This design comes from an exercise in tuning for small area on the open sky130 flow, not from production work. The RTL was checked by simulation tests, not by an equivalence proof against the original design. Power figures rest on the tool's default switching activity, not on a simulated workload.

**flow/config.mk**
```make
export PLATFORM = sky130hd
export DESIGN_NAME = i2rtd_engine
export DESIGN_NICKNAME = i2rtd_engine
export VERILOG_FILES = /design/flow/design.v
export SDC_FILE = /design/flow/constraint.sdc
export NUM_CORES = 4
export LEC_CHECK = 0
export ABC_AREA = 1
export CAP_MARGIN = 20
export CORE_MARGIN = 2
export CORE_UTILIZATION = 40
export SLEW_MARGIN = 20
```
**flow/constraint.sdc**
```tcl
create_clock -name core_clock -period 10.0 [get_ports {clk}]
set_input_delay 2.0000 -clock core_clock [delete_from_list [all_inputs] [get_ports {clk}]]
set_output_delay 2.0000 -clock core_clock [all_outputs]
set_load 0.01 [all_outputs]
```
**flow/design.v**
```verilog
module i2rtd_engine (
    input  wire        clk,
    input  wire        rst,
    input  wire        ms_tick,
    input  wire        req_valid,
    output wire        req_ready,
    input  wire [7:0]  req_op,
    input  wire [16:0] req_start,
    input  wire [17:0] req_len,       
    input  wire [17:0] req_end,       
    input  wire        req_use_end,
    input  wire        req_pl_none,
    input  wire        req_halt,
    input  wire [7:0]  req_target,
    input  wire        req_on,
    input  wire        req_force,
    input  wire        pl_valid,
    input  wire [7:0]  pl_data,
    output wire        pl_ready,
    output wire        rd_valid,
    output wire [7:0]  rd_data,
    output wire        resp_valid,
    output wire [2:0]  resp_code,
    output wire        resp_bool,
    output wire        resp_mode,
    output wire        resp_k,
    output wire [1:0]  resp_space,
    output wire        resp_bound,
    output wire [18:0] resp_value,
    output wire [15:0] resp_limit,
    output wire        bus_valid,
    output reg         bus_wr,
    output reg  [1:0]  bus_dev,
    output reg  [2:0]  bus_len,
    output reg  [39:0] bus_data,
    input  wire        bus_done,
    input  wire [1:0]  bus_status,
    input  wire [7:0]  bus_rdata
);
    localparam [4:0]
        S_INIT   = 5'd0,
        S_IDLE   = 5'd1,
        S_RESP   = 5'd2,
        S_RESPD  = 5'd3,      
        S_DEAD   = 5'd4,
        S_SDCHK  = 5'd5,
        S_DSD1   = 5'd6,      
        S_DSD2   = 5'd7,      
        S_GOK    = 5'd8,      
        S_D100   = 5'd9,      
        S_XSTART = 5'd10,
        S_PL     = 5'd11,
        S_DX     = 5'd12,     
        S_XNEXT  = 5'd13,
        B_CTOR   = 5'd16,     
        B_Q30    = 5'd17,     
        B_Q31    = 5'd18,     
        B_QG     = 5'd19,     
        B_ISPSET = 5'd20,     
        B_RST1   = 5'd21,     
        B_RST2   = 5'd22,     
        B_QDBG   = 5'd23,     
        B_GPRB   = 5'd24,     
        B_SDPRB  = 5'd25,     
        B_SDSEQ  = 5'd26,     
        B_HALT   = 5'd27,     
        B_HOPEN  = 5'd28,     
        B_HCLOSE = 5'd29,     
        B_XCMD   = 5'd30,     
        B_XRD    = 5'd31;     
    reg [4:0]  state;
    reg        halted;
    reg        auto_en;
    reg        xph;           
    reg        flg;           
    reg [1:0]  sp;            
    reg        wr;            
    reg [7:0]  tgt;
    reg [18:0] A;             
    reg [15:0] E;             
    reg [7:0]  pv;            
    reg [2:0]  code;
    reg        aux;           
    wire [3:0]  lo4      = req_op[3:0];
    wire        r_range  = (req_op[7:6] == 2'b00) && (req_op[5:4] != 2'd3) && (lo4 >= 4'd1) && (lo4 <= 4'd3);
    wire        r_ctl    = (req_op[7:4] == 4'h3) && (lo4 <= 4'd6);
    wire        r_write  = (lo4 == 4'd2);
    wire        r_dump   = (lo4 == 4'd3);
    wire        refuse   = !(r_range || r_ctl) || (req_use_end && !r_dump);
    wire        r_isp    = (req_op[5:4] == 2'd0);
    wire [18:0] s19      = {2'b00, req_start};
    reg  [18:0] sm1;          
    reg  [18:0] sum19;
    reg         bw, cy;
    integer     i;
    always @(*) begin
        bw = 1'b1;
        for (i = 0; i < 17; i = i + 1) begin
            sm1[i] = req_start[i] ^ bw;
            bw     = bw & ~req_start[i];
        end
        sm1[17] = bw;
        sm1[18] = bw;
        cy = 1'b0;
        for (i = 0; i < 19; i = i + 1) begin
            sum19[i] = sm1[i] ^ lenx[i] ^ cy;
            cy       = (sm1[i] & lenx[i]) | (cy & (sm1[i] ^ lenx[i]));
        end
    end
    wire [18:0] lenx     = {req_len[17], req_len};
    wire [18:0] end19    = req_use_end ? {req_end[17], req_end} : sum19;
    wire        start_err = r_isp ? (|req_start[16:8]) : req_start[16];
    wire        end_hi    = !end19[18] && (r_isp ? (|end19[17:8]) : (|end19[17:16]));
    wire        end_err   = end19[18] | end_hi;
    wire        e_bound   = end_err && !start_err;
    wire        err      = (bus_status != 2'd0);
    wire        sd_on    = !xph || ((sp == 2'd3) && wr && flg);
    wire        bracket  = flg && (sp != 2'd0);
    reg         le;
    reg  [16:0] Ainc;
    reg         ic;
    integer     j;
    always @(*) begin
        le = 1'b1;
        for (j = 0; j < 16; j = j + 1)
            le = (E[j] & ~A[j]) | (le & ~(E[j] ^ A[j]));
        le = le & ~A[16];
        ic = 1'b1;
        for (j = 0; j < 17; j = j + 1) begin
            Ainc[j] = A[j] ^ ic;
            ic      = ic & A[j];
        end
    end
    reg  [7:0]  pinc;
    reg         pc;
    integer     m;
    always @(*) begin
        pc = 1'b1;
        for (m = 0; m < 8; m = m + 1) begin
            pinc[m] = pv[m] ^ pc;
            pc      = pc & pv[m];
        end
    end
    wire        tick_thr = (state == S_D100) ? pv[7] :
                           (state == S_DX)   ? ((sp == 2'd2 && !flg) ? pv[5] : pv[4]) :
                                               pv[6];
    wire        in_delay = (state == S_DSD1) || (state == S_DSD2) || (state == S_D100) || (state == S_DX);
    wire        gexit_sd = auto_en && (sp != 2'd0);
    assign req_ready  = (state == S_IDLE);
    assign pl_ready   = (state == S_PL);
    assign bus_valid  = state[4];
    assign resp_valid = (state == S_RESP) || (state == S_RESPD);
    assign rd_valid   = (state == S_XNEXT) && !wr;
    assign rd_data    = pv;
    wire is4 = (code == 3'd4);
    wire lim = is4 && !A[18];
    assign resp_code  = code;
    assign resp_bool  = aux && (code == 3'd0);
    assign resp_mode  = aux && (code == 3'd2);
    assign resp_k     = aux && (code == 3'd6);
    assign resp_bound = aux && is4;
    assign resp_space = is4 ? sp : 2'd0;
    assign resp_value = is4 ? A : 19'd0;
    assign resp_limit = {{8{lim && (sp != 2'd0)}}, {8{lim}}};
    always @(*) begin
        bus_wr   = 1'b0;
        bus_dev  = 2'd2;
        bus_len  = 3'd0;
        bus_data = 40'd0;
        case (state)
        B_CTOR: begin bus_wr = 1'b1; bus_dev = 2'd0; end
        B_Q30, B_Q31, B_QG: begin bus_wr = 1'b1; bus_dev = 2'd0; bus_len = 3'd1; bus_data[7:0] = 8'h6f; end
        B_ISPSET: begin bus_dev = 2'd0; bus_len = 3'd2; bus_data[15:0] = {flg, 7'd0, 8'h6f}; end
        B_RST1:   begin bus_dev = 2'd0; bus_len = 3'd2; bus_data[15:0] = {8'h80, 8'h6f}; end
        B_RST2:   begin bus_dev = 2'd0; bus_len = 3'd2; bus_data[15:0] = {8'h03, 8'hee}; end
        B_QDBG, B_GPRB, B_SDPRB: bus_wr = 1'b1;
        B_SDSEQ: begin
            if (sd_on) begin bus_dev = 2'd1; bus_len = 3'd4; bus_data[31:0] = {8'h21, 8'h4b, 8'h54, 8'h52}; end
            else       begin bus_len = 3'd2; bus_data[15:0] = {8'h59, 8'h42}; end
        end
        B_HALT:   begin bus_len = 3'd2; bus_data[15:0] = {7'd0, flg, 8'h80}; end
        B_HOPEN:  begin bus_len = 3'd2; bus_data[15:0] = {8'h01, 8'h80}; end
        B_HCLOSE: begin bus_len = 3'd2; bus_data[15:0] = {8'h00, 8'h80}; end
        B_XCMD: begin
            case (sp)
            2'd0: begin
                bus_dev = 2'd0;
                if (wr) begin bus_len = 3'd2; bus_data[15:0] = {pv, A[7:0]}; end
                else    begin bus_len = 3'd1; bus_data[7:0]  = A[7:0]; end
            end
            2'd1: begin
                if (wr) begin bus_len = 3'd4; bus_data[31:0] = {pv, A[15:8], A[7:0], 8'h3b}; end
                else    begin bus_len = 3'd3; bus_data[23:0] = {A[15:8], A[7:0], 8'h3a}; end
            end
            default: begin
                bus_len = 3'd5;
                if (wr) bus_data = {A[15:8], pv, tgt, A[7:0], 8'h04};
                else    bus_data = {A[15:8], 8'h00, tgt, A[7:0], 8'h44};
            end
            endcase
        end
        B_XRD: begin bus_wr = 1'b1; if (sp == 2'd0) bus_dev = 2'd0; end
        default: ;
        endcase
    end
    always @(posedge clk) begin
        if (rst) begin
            state   <= S_INIT;
            halted  <= 1'b0;
            auto_en <= 1'b0;
        end else begin
            if (in_delay && ms_tick) pv <= pinc;
            case (state)
            S_INIT: state <= B_CTOR;
            B_CTOR: if (bus_done) begin
                code  <= (bus_status == 2'd0) ? 3'd0 : (bus_status == 2'd1) ? 3'd1 : 3'd6;
                aux   <= bus_status[1];
                state <= err ? S_RESPD : S_RESP;
            end
            S_IDLE: if (req_valid) begin
                sp   <= req_op[5:4];
                wr   <= r_range ? r_write : r_dump;
                flg  <= r_range ? req_halt : req_on;
                xph  <= !r_range && r_dump;
                tgt  <= req_target;
                A    <= e_bound ? end19 : s19;
                E    <= end19[15:0];
                aux  <= r_range && e_bound;
                code <= refuse ? 3'd7 :
                        !r_range ? 3'd0 :
                        (r_write && req_pl_none) ? 3'd5 :
                        (start_err || end_err) ? 3'd4 : 3'd0;
                if (refuse)
                    state <= S_RESP;
                else if (r_range)
                    state <= r_isp ? B_QG : (auto_en ? B_SDPRB : B_GPRB);
                else case (req_op[2:0])
                    3'd0: state <= B_Q30;
                    3'd1: state <= req_force ? B_ISPSET : B_Q31;
                    3'd2: state <= B_QDBG;
                    3'd3: state <= req_force ? S_SDCHK : B_SDPRB;
                    3'd4: begin auto_en <= req_on; state <= S_RESP; end
                    3'd5: state <= B_RST1;
                    default: state <= auto_en ? B_SDPRB : B_GPRB;
                endcase
            end
            B_Q30: if (bus_done) begin
                code  <= err ? 3'd6 : 3'd0;
                aux   <= err ? bus_status[1] : bus_rdata[7];
                state <= S_RESP;
            end
            B_Q31: if (bus_done) begin
                if (err) begin
                    code <= 3'd6; aux <= bus_status[1]; state <= S_RESP;
                end else if (bus_rdata[7] == flg) begin
                    state <= S_RESP;
                end else begin
                    state <= B_ISPSET;
                end
            end
            B_QG: if (bus_done) begin
                if (err) begin
                    code <= 3'd6; aux <= bus_status[1]; state <= S_RESP;
                end else if (bus_rdata[7]) begin
                    state <= S_GOK;
                end else begin
                    code <= 3'd2; aux <= 1'b0; state <= S_RESP;
                end
            end
            B_ISPSET, B_RST2: if (bus_done) begin
                if (err) begin code <= 3'd6; aux <= bus_status[1]; end
                state <= S_RESP;
            end
            B_RST1: if (bus_done) begin
                if (err) begin
                    code <= 3'd6; aux <= bus_status[1]; state <= S_RESP;
                end else begin
                    state <= B_RST2;
                end
            end
            B_QDBG: if (bus_done) begin
                code  <= bus_status[1] ? 3'd6 : 3'd0;
                aux   <= bus_status[1] || !bus_status[0];
                state <= S_RESP;
            end
            B_GPRB: if (bus_done) begin
                if (bus_status == 2'd0) begin
                    state <= S_GOK;
                end else begin
                    code <= bus_status[1] ? 3'd6 : 3'd2; aux <= 1'b1; state <= S_RESP;
                end
            end
            B_SDPRB: if (bus_done) begin
                if (bus_status[1]) begin
                    code <= 3'd6; aux <= 1'b1; state <= S_RESP;
                end else if ((bus_status == 2'd0) == sd_on) begin
                    state <= xph ? S_RESP : S_GOK;
                end else begin
                    state <= S_SDCHK;
                end
            end
            S_SDCHK: begin
                if (!sd_on && halted) begin
                    code <= 3'd3; state <= S_RESP;
                end else begin
                    pv <= 8'd0; state <= S_DSD1;
                end
            end
            S_DSD1: if (tick_thr) state <= B_SDSEQ;
            B_SDSEQ: if (bus_done) begin
                if (err) begin
                    code <= 3'd6; aux <= bus_status[1]; state <= S_RESP;
                end else begin
                    pv <= 8'd0; state <= S_DSD2;
                end
            end
            S_DSD2: if (tick_thr) state <= xph ? S_RESP : S_GOK;
            S_GOK: begin
                if (sp == 2'd3)      state <= B_HALT;
                else if (code != 3'd0) state <= S_RESP;
                else if (bracket)    state <= B_HOPEN;
                else                 state <= S_XSTART;
            end
            B_HALT, B_HOPEN, B_HCLOSE: if (bus_done) begin
                if (err) begin
                    code <= 3'd6; aux <= bus_status[1]; state <= S_RESP;
                end else begin
                    halted <= (state == B_HALT) ? flg : (state == B_HOPEN);
                    pv <= 8'd0; state <= S_D100;
                end
            end
            S_D100: if (tick_thr) begin
                if (sp != 2'd3 && halted) begin
                    state <= S_XSTART;
                end else if (sp != 2'd3 && code == 3'd6) begin
                    state <= S_RESP;
                end else if (gexit_sd) begin
                    xph <= 1'b1; state <= B_SDPRB;
                end else begin
                    state <= S_RESP;
                end
            end
            S_XSTART: begin
                if (le)           state <= wr ? S_PL : B_XCMD;
                else if (bracket) state <= B_HCLOSE;
                else if (gexit_sd) begin
                    xph <= 1'b1; state <= B_SDPRB;
                end else          state <= S_RESP;
            end
            S_PL: if (pl_valid) begin
                pv <= pl_data; state <= B_XCMD;
            end
            B_XCMD: if (bus_done) begin
                if (err) begin
                    code <= 3'd6; aux <= bus_status[1];
                    state <= bracket ? B_HCLOSE : S_RESP;
                end else if (sp == 2'd2 || (sp == 2'd1 && !flg)) begin
                    pv <= 8'd0; state <= S_DX;
                end else begin
                    state <= wr ? S_XNEXT : B_XRD;
                end
            end
            S_DX: if (tick_thr) state <= wr ? S_XNEXT : B_XRD;
            B_XRD: if (bus_done) begin
                if (err) begin
                    code <= 3'd6; aux <= bus_status[1];
                    state <= bracket ? B_HCLOSE : S_RESP;
                end else begin
                    pv <= bus_rdata; state <= S_XNEXT;
                end
            end
            S_XNEXT: begin
                A[16:0] <= Ainc; state <= S_XSTART;
            end
            S_RESP:  state <= S_IDLE;
            S_RESPD: state <= S_DEAD;
            S_DEAD:  state <= S_DEAD;
            default: state <= S_INIT;
            endcase
        end
    end
endmodule
```
**flow/run.sh**
```bash
#!/bin/bash
# synth_recipe.tcl (not shown) runs the flow's synth.tcl, then flattens the netlist and writes it again
# the make line also repeats each setting of config.mk as NAME=value (left out here)
make -C /OpenROAD-flow-scripts/flow DESIGN_CONFIG=/design/flow/config.mk WORK_HOME=/design/flow/orfs CLKGATE_MAP_FILE= SYNTH_SCRIPT=/design/flow/synth_recipe.tcl finish
```
==> summary.txt <==
fillers: 1635
Vert. Die Dim: 133 um
standard-cell rows: 47
critical path class: input pin to flop
worst min-delay path startpoint: auto_en
Clock Pin Slew Worst Setup and Hold Paths: 0.06 ns
share of flip-flops with an asynchronous set or reset after synthesis: 0%
cell with the most instances on the worst path: sky130_fd_sc_hd__fa_2
cells on worst reg2reg path: 17
Cell Count Post-Placement: 1342
pwr/cell area: 129 nW/um2
Initial DRT Pass Iterations: 5
grt total ovfl: 0
share of post-route cells with drive strength above 1: 10.7%
worst flop-to-flop path startpoint: A[0]
Vias: 7068
area of the placeable core: 16300 um2
cell with the largest stage delay on the worst path: sky130_fd_sc_hd__clkdlybuf4s50_1
synthesis-stage register bit count: 67
wire length per cell after detailed routing: 17.3 um
final core utilization: 56.2%
Clock Sink Count: 67
maximum number of pins on one net before global-route repair: 33
Final Slew Violations: 0
data arrival time of the critical path: 9.91 ns
DIE WIDTH: 133 um
final hold violation count: 0
delay of the slowest critical-path stage: 0.47 ns
kind of start point of the critical path: input pin
Buffers & Inverters on Critical Path: 7
delay-heaviest family, CP: adder cells
Final Routed Wirelength: 23.5 mm
number of enable flip-flop cells after synthesis: 60
synthesis warning total: 1
Syn Std Cell Area: 6620 um2
clock insertion delay at the later pin of the skew report: 0.35 ns
root buffer cell: sky130_fd_sc_hd__clkbuf_16
CTS tree: built
Synth Instances: 940
DPL Wire Length: 19.1 mm
number of global-route vias before repair: 6909
count of cell types in the netlist: 46
unrepaired setup endpoints after global routing: false
CTS H-Tree Depth: 3
Detail Route Antenna Nets: 0
Tcrit/Tclk final: 97.2%
critical path fanouts, max: 4
syn nets: 1109
routability-driven placement congestion ratio: 0.938
area after detailed placement: 8850 um2
required time reported for the critical path endpoint: 10.19 ns
first-pass GRT wire length: 36.6 mm
Most used DFF post-synth: sky130_fd_sc_hd__edfxtp_1
total area of multi-input combinational cells: 3850 um2
Total Routing Usage GR: 26.8%
number of antenna violations at the first check in global routing: 0
area grow syn2layout: 39.0%
run status: timing/DRC/antenna clean
clock period minus worst slack: 9.72 ns
worst reg2reg endpoint: A[16]
Crit. End Element: flop
Lkg Pwr: 4.06 nW
sum of negative setup slack: 0 ns
Starting DRT DRC Count: 466
worst-case clock skew: 0.00407 ns
Hold Path Class: flop to flop
max-cap violations: 0
register area share after synthesis: 29.4%
# setup viols final: 0
via density per instance: 5.20
worst-case hold path end point: auto_en
Layout Cells excl Fill: 1359
number of buffers on the longest clock path: 2
final layout net count: 1303
die area: 17600 um2
number of ports placed on the die boundary: 201
actual transition at the worst max-transition pin: 0.981 ns
register area: 1940 um2
Max IR drop VDD: 0.0864 mV
initial core utilization: 40.5%
count of input and output buffers: 200
Register-to-Register Setup Slack: 6.19 ns
normalized max-slew margin: 34.5%
maximum clock frequency: 0.103 GHz
number of diodes added for antenna fixing: 0
Synth Area per Inst: 7.04 um2
Num CTS Buffers: 9
design area: 9200 um2
DRC viols: 0
Min-Delay Path Depth: 2
-- power breakdown --
part	internal [mW]	leakage [nW]	switching, mW
clock network	0.192	0.133	0.127
logic	0.214	3.32	0.280
registers	0.343	0.606	0.0299
total	0.749	4.06	0.436
-- how the worst max path moves through the flow --
stage	from	cells after the start	to
after floorplan	req_start[0]	29	aux
after detailed placement	req_start[0]	29	A[0]
after global routing	req_start[1]	30	A[14]
final	req_start[0]	30	A[14]
after CTS	req_start[0]	30	A[14]
after global placement	req_start[0]	29	A[0]
-- cells in the mapped netlist, types with 3 or more instances --
cell / number / area [um2]
sky130_fd_sc_hd__o21ai_0: 36 / 180
sky130_fd_sc_hd__o311ai_1: 3 / 26.3
sky130_fd_sc_hd__a2111oi_0: 3 / 26.3
sky130_fd_sc_hd__fa_1: 18 / 360
sky130_fd_sc_hd__ha_1: 53 / 663
sky130_fd_sc_hd__nor2_1: 146 / 548
sky130_fd_sc_hd__xor2_1: 3 / 26.3
sky130_fd_sc_hd__buf_4: 17 / 128
sky130_fd_sc_hd__o211ai_1: 16 / 120
sky130_fd_sc_hd__inv_2: 57 / 214
sky130_fd_sc_hd__nand2_1: 183 / 687
sky130_fd_sc_hd__o41ai_1: 3 / 26.3
sky130_fd_sc_hd__a31oi_1: 4 / 25.0
sky130_fd_sc_hd__a21oi_2: 3 / 26.3
sky130_fd_sc_hd__a211oi_1: 3 / 22.5
sky130_fd_sc_hd__nand4_1: 12 / 75.1
sky130_fd_sc_hd__o221ai_1: 5 / 43.8
sky130_fd_sc_hd__nand2_2: 3 / 18.8
sky130_fd_sc_hd__nand3_1: 35 / 175
sky130_fd_sc_hd__edfxtp_1: 60 / 1800
sky130_fd_sc_hd__dfxtp_1: 7 / 140
sky130_fd_sc_hd__o21ai_1: 26 / 130
sky130_fd_sc_hd__inv_1: 126 / 473
sky130_fd_sc_hd__a21oi_1: 45 / 225
sky130_fd_sc_hd__a22oi_1: 6 / 45.0
sky130_fd_sc_hd__clkbuf_1: 15 / 56.3
sky130_fd_sc_hd__nor3_1: 16 / 80.1
sky130_fd_sc_hd__o2111ai_1: 6 / 52.6
sky130_fd_sc_hd__nor4_1: 9 / 56.3
-- what timing repair did --
item	in CTS	in global routing
setup endpoints to repair	21	21
pin swaps	6	13
setup buffers	1	0
gates cloned	0	0
resized for setup	5	8
hold buffers	0	0
-- routing by layer --
layer / vias to the layer above / part of all wire, % / wire length, um / global-route usage [%]
met3: 59 / 5.9 / 1390 / 4.83
met4: 0 / 3.7 / 863 / 12.5
met1: 3240 / 42 / 9980 / 34.0
li1: 3483 / - / - / -
met5: - / 0 / 0 / 0
met2: 286 / 48 / 11300 / 44.4
-- cell usage in the layout (no fill, tap or decap), types with 4 or more instances in the layout --
master / netlist / routed
sky130_fd_sc_hd__clkbuf_16: 0 / 9
sky130_fd_sc_hd__buf_4: 17 / 17
sky130_fd_sc_hd__a22oi_1: 6 / 6
sky130_fd_sc_hd__fa_2: 0 / 15
sky130_fd_sc_hd__a21oi_1: 45 / 44
sky130_fd_sc_hd__nor3_1: 16 / 15
sky130_fd_sc_hd__ha_1: 53 / 52
sky130_fd_sc_hd__o211ai_1: 16 / 16
sky130_fd_sc_hd__clkdlybuf4s50_1: 0 / 200
sky130_fd_sc_hd__o21ai_1: 26 / 26
sky130_fd_sc_hd__nand3_1: 35 / 35
sky130_fd_sc_hd__nor4_1: 9 / 8
sky130_fd_sc_hd__a31oi_1: 4 / 4
sky130_fd_sc_hd__inv_1: 126 / 123
sky130_fd_sc_hd__o2111ai_1: 6 / 6
sky130_fd_sc_hd__dfxtp_1: 7 / 7
sky130_fd_sc_hd__inv_2: 57 / 59
sky130_fd_sc_hd__a21oi_2: 3 / 4
sky130_fd_sc_hd__nand2_1: 183 / 183
sky130_fd_sc_hd__edfxtp_1: 60 / 60
sky130_fd_sc_hd__o21ai_0: 36 / 36
sky130_fd_sc_hd__nand4_1: 12 / 12
sky130_fd_sc_hd__o221ai_1: 5 / 5
sky130_fd_sc_hd__nor2_1: 146 / 146
-- cells by family after synthesis --
| group | after synthesis | share of synthesized area, % |
|---|---|---|
| AND/OR/NAND/NOR | 409 | 25.4 |
| buffers and inverters | 220 | 13.5 |
| AO/OA/AOI/OAI | 167 | 15.5 |
| adder cells (fa/ha/maj) | 71 | 15.5 |
| flip-flops | 67 | 29.4 |
| XOR/XNOR | 4 | 0.530 |
| multiplexers | 2 | 0.303 |
-- registers in the layout (all words and copies together), names as in the netlist --
signal,cells
pv,8
aux,1
code,3
tgt,8
A,19
halted,1
E,16
state,5
flg,1
wr,1
xph,1
auto_en,1
sp,2
-- worst register-to-register path, stage by stage (launching register included) --
cell	delay (ns)
sky130_fd_sc_hd__edfxtp_1	0.48
sky130_fd_sc_hd__ha_1	0.25
sky130_fd_sc_hd__ha_1	0.18
sky130_fd_sc_hd__ha_1	0.18
sky130_fd_sc_hd__ha_1	0.19
sky130_fd_sc_hd__ha_1	0.18
sky130_fd_sc_hd__ha_1	0.18
sky130_fd_sc_hd__ha_1	0.18
sky130_fd_sc_hd__ha_1	0.18
sky130_fd_sc_hd__ha_1	0.18
sky130_fd_sc_hd__ha_1	0.19
sky130_fd_sc_hd__ha_1	0.20
sky130_fd_sc_hd__ha_1	0.19
sky130_fd_sc_hd__ha_1	0.19
sky130_fd_sc_hd__ha_1	0.18
sky130_fd_sc_hd__ha_1	0.19
sky130_fd_sc_hd__xnor2_1	0.15
sky130_fd_sc_hd__o21ai_1	0.07
-- metrics by stage --
step | total power, mW | setup slack, ns | hold slack (ns)
global route | 1.25 | 0.0183 | 0.565
detailed placement | 0.866 | -0.703 | 0.522
floorplan | 0.639 | 0.0382 | 0.495
global placement | 0.870 | -0.630 | 0.515
finish | 1.19 | 0.284 | 0.533
CTS | 1.19 | 0.0134 | 0.530
-- final cells by class --
| type | instances | area share, % |
|---|---|---|
| flip-flops and latches | 67 | 21.1 |
| repair buffers | 218 | 23.3 |
| multi-input cells | 653 | 41.9 |
| clock inverters | 5 | 0.585 |
| inverters | 185 | 7.58 |
| well taps | 220 | 2.99 |
| clock buffers | 11 | 2.53 |

## port drivers added, routing unchanged
Ports are ideal in the flow. The routed layout listed here was re-timed in OpenROAD.
Step 1 (the two cells are an assumption about what drives the block):
set clk [get_ports {clk}]
set_driving_cell -lib_cell sky130_fd_sc_hd__clkbuf_16 $clk
set_driving_cell -lib_cell sky130_fd_sc_hd__buf_2 [delete_from_list [all_inputs] $clk]
Step 2, shift: input delay + t, output delay - t, t = (earliest + latest rising clock arrival at the registers) / 2. This alone moves slack from input paths to output paths.
Three values: no drivers, after step 1, after step 2; two values: the first two.
shift t [ns]: 0.388
setup slack, ns: 0.284 / 0.303 / -0.084
worst setup path after step 2: input to register
Met with ideal ports but missed after step 2: setup timing in this run. The setup slack of this run moves by +0.019 ns with the drivers and by -0.368 ns with both steps.
